This is an optimization exercise on Yosys and OpenROAD, whose aim is small area, not a production implementation. Only simulation tests tie the RTL to the original design; equivalence was not proved. Power figures rest on the tool's default switching activity, not on a simulated workload.

Setup of job 101:
Design via_block, start of the top module:
module via_block (
    input  wire        clk,
    input  wire        rst,
    input  wire        cmd_valid,
    output wire        cmd_ready,
    input  wire [2:0]  cmd_op,       
    input  wire        cmd_unit,     
    input  wire        cmd_debug,    
    input  wire [3:0]  cmd_reg,
    input  wire [31:0] cmd_data,     
    input  wire        i2c_sda_in,   
    input  wire        ser_atn,
    input  wire        ser_clk,
    input  wire        ser_data,
    input  wire [3:0]  joy_data,     
    output reg         rsp_valid,
    output reg  [7:0]  rsp_rdata,
    output reg         rsp_i2c_step,
    output wire        irq1,
    output wire        irq2,
    output wire        pb7_1,
    output wire        pb7_2,
    output reg         i2c_sda_out,
    output reg         i2c_scl_out,
    output reg         joy_latch,
    output reg         joy_clk
);
    reg  [4:0] ph;
    reg        clr;           
    reg        run;
    reg  [5:0] pc;            
    wire       u    = cmd_unit;
  ...
==> flow/config.mk <==
export PLATFORM = sky130hd
export DESIGN_NAME = via_block
export DESIGN_NICKNAME = via_block
export VERILOG_FILES = /design/flow/design.v
export SDC_FILE = /design/flow/constraint.sdc
export NUM_CORES = 4
export LEC_CHECK = 0
export CAP_MARGIN = 20
export CORE_MARGIN = 2
export CORE_UTILIZATION = 65
export CTS_BUF_LIST = sky130_fd_sc_hd__clkbuf_8
export CTS_CLUSTER_DIAMETER = 50
export CTS_CLUSTER_SIZE = 20
export PLACE_DENSITY = 0.8
export SLEW_MARGIN = 20
==> flow/constraint.sdc <==
create_clock -name core_clock -period 10.0 [get_ports {clk}]
set_input_delay 2.0000 -clock core_clock [delete_from_list [all_inputs] [get_ports {clk}]]
set_output_delay 2.0000 -clock core_clock [all_outputs]
set_load 0.01 [all_outputs]
run.sh (not shown) runs the stock make flow with config.mk's settings and CLKGATE_MAP_FILE= SYNTH_SCRIPT=/design/flow/synth_recipe.tcl, a recipe that flattens the netlist after the stock synthesis.
The inputs of job 102 differ from those of job 101 as listed below.
Settings: CORE_UTILIZATION changed from 65 to 40; PLACE_DENSITY changed from 0.8 to 0.6.
## What came out
- Between job 102 and job 101, it is job 102 whose fraction of met1 tracks used by global routing is lower, by 13 points.
- Compare job 102 and job 101 | global-route usage higher: job 101
- Of job 102 and job 101, the higher power density of the placed cells belongs to job 101.
- Compared with job 101, job 102 shows final worst slack higher by 0.0094 ns.
- There was hardly any difference in maximum frequency from static timing analysis between job 102 and job 101.
- The final-layout worst hold slack in job 102 sits 0.012 ns below the value recorded for job 101.
Relative to job 102, the following input files were edited for job 103:
Settings: removing CTS_CLUSTER_DIAMETER (formerly 50); removing CTS_CLUSTER_SIZE (formerly 20); removing CTS_BUF_LIST (formerly sky130_fd_sc_hd__clkbuf_8).
==> flow/flow/run.sh (new file) <==
#!/bin/bash
set -euo pipefail
export FLOW_WORK="$PWD"
export FLOW_ABC_SCRIPT="$PWD/flow/abc_area_deep.script"
bash standard.sh \
  "SYNTH_SCRIPT=$PWD/flow/synth_deep.tcl" \
  "BUFFER_PORTS_ARGS=-buffer_cell sky130_fd_sc_hd__buf_1" \
  "CTS_ARGS=-sink_clustering_enable -repair_clock_nets -dont_use_dummy_load -buf_list sky130_fd_sc_hd__clkbuf_8 -sink_clustering_size 20 -sink_clustering_max_diameter 50" \
  finish > flow_make.log 2>&1
==> flow/flow/abc_area_deep.script (new file) <==
strash
&get -n
&deepsyn -T 20
&put
dch -f
&get -n
&nf -R 1000
&put
topo
dnsize -c
==> flow/flow/synth_deep.tcl (new file) <==
# The standard synthesis script (synth_recipe.tcl, sourced unchanged), with only the ABC
# script of its technology-mapping call replaced by an area-oriented one (abc_area_deep.script).
# The flip-flops are mapped by dfflibmap before ABC runs, so the registers, their names and
# their cells are those of the standard synthesis.
proc abc {args} {
  set i [lsearch -exact $args -script]
  if {$i >= 0} { lset args [expr {$i + 1}] $::env(FLOW_ABC_SCRIPT) }
  yosys abc {*}$args
}
source $::env(FLOW_WORK)/synth_recipe.tcl
==> flow/standard.sh (new file) <==
#!/bin/bash
# synth_recipe.tcl (not shown) runs the flow's synth.tcl, then flattens the netlist and writes it again
# the make line also repeats each setting of config.mk as NAME=value (left out here)
make -C /OpenROAD-flow-scripts/flow DESIGN_CONFIG=/design/flow/config.mk WORK_HOME=/design/flow/orfs CLKGATE_MAP_FILE= SYNTH_SCRIPT=/design/flow/synth_recipe.tcl "${@:-finish}"
removed: flow/run.sh
==> notes.md <==
Job 103 — critical path depth 3 higher, job 102 as reference
Min synthesized cell area across job 102 and job 103: job 103
Job 103 ended up with a higher amount of wire on met3 after detailed routing than job 102 did.
Of the two candidates, job 102 has the worse shortest clock period the worst path allows after layout and job 103 the better one.
Compared with job 102, job 103 instantiates a smaller number of cells.
From job 103 to job 102, number of enable flip-flop cells after synthesis did not move at all.
The hold slack in job 103 sits 0.034 ns below the value recorded for job 102.
[inputs] job 104 vs job 103
Settings: putting CTS_CLUSTER_DIAMETER at 60 where nothing was set; putting CTS_BUF_LIST at sky130_fd_sc_hd__clkbuf_16 where nothing was set; putting CTS_CLUSTER_SIZE at 30 where nothing was set.
==> flow/run.sh (new file) <==
#!/bin/bash
# synth_recipe.tcl (not shown) runs the flow's synth.tcl, then flattens the netlist and writes it again
# the make line also repeats each setting of config.mk as NAME=value (left out here)
make -C /OpenROAD-flow-scripts/flow DESIGN_CONFIG=/design/flow/config.mk WORK_HOME=/design/flow/orfs CLKGATE_MAP_FILE= SYNTH_SCRIPT=/design/flow/synth_recipe.tcl finish
removed: flow/flow/run.sh
removed: flow/flow/abc_area_deep.script
removed: flow/flow/synth_deep.tcl
removed: flow/standard.sh
==> comparison <==
- Slack of the worst reg-to-reg path was lower in job 103 than in job 104.
- In the reports for job 103 and job 104, the smaller number of nets in the synthesized netlist belongs to job 103.
- Post-route non-filler standard cell count (job 104 vs. job 103) increases by a few percent
- Diff job 103 -> job 104: post-synthesis instance area saw an increase, share of the final layout cell area in multi-input gates shows an increase of 1.3 points, share of the clock period used by the worst path picked up an extra 7.5 points, met1 usage went down by 1.6 points, share of synthesized flip-flops with an asynchronous set or reset closely matched the old numbers.
- Delta (job 104 minus job 103): layout-stage area growth over the synthesis result climbed 7.6 points, peak fanout along the critical path higher, core utilization increased by 3.0 points relative to the old numbers.

separate check: timing with driven ports:
The results above use ideal ports. As a check the final layouts listed here were re-extracted and re-timed, cells and wires unchanged. Step 1 (the two cells are an assumption about what drives the block):
set clk [get_ports {clk}]
set_driving_cell -lib_cell sky130_fd_sc_hd__clkbuf_16 $clk
set_driving_cell -lib_cell sky130_fd_sc_hd__buf_2 [delete_from_list [all_inputs] $clk]
Step 2 times the ports against the registers' clock, not the clock port: input delays grow and output delays shrink by t, the midpoint of the rising clock arrivals with the driver on. Three values: ideal, step 1, step 2; two values: the first two.
run | t (ns) | setup WS [ns] | hold WS [ns] | clock arrival spread, ns
job 101 | 0.609 | 3.501 / 3.479 / 3.479 | 0.329 / 0.329 / 0.329 | 0.019 / 0.019
job 102 | 0.609 | 3.510 / 3.488 / 3.488 | 0.317 / 0.317 / 0.317 | 0.033 / 0.033
job 103 | 0.579 | 4.290 / 4.230 / 4.230 | 0.283 / 0.283 / 0.283 | 0.047 / 0.047
job 104 | 0.587 | 3.539 / 3.516 / 3.516 | 0.323 / 0.323 / 0.323 | 0.037 / 0.037
After both steps every run listed still meets setup and hold. The setup slack of job 103, which loses most, moves by -0.060 ns with the drivers and by -0.060 ns with both steps.
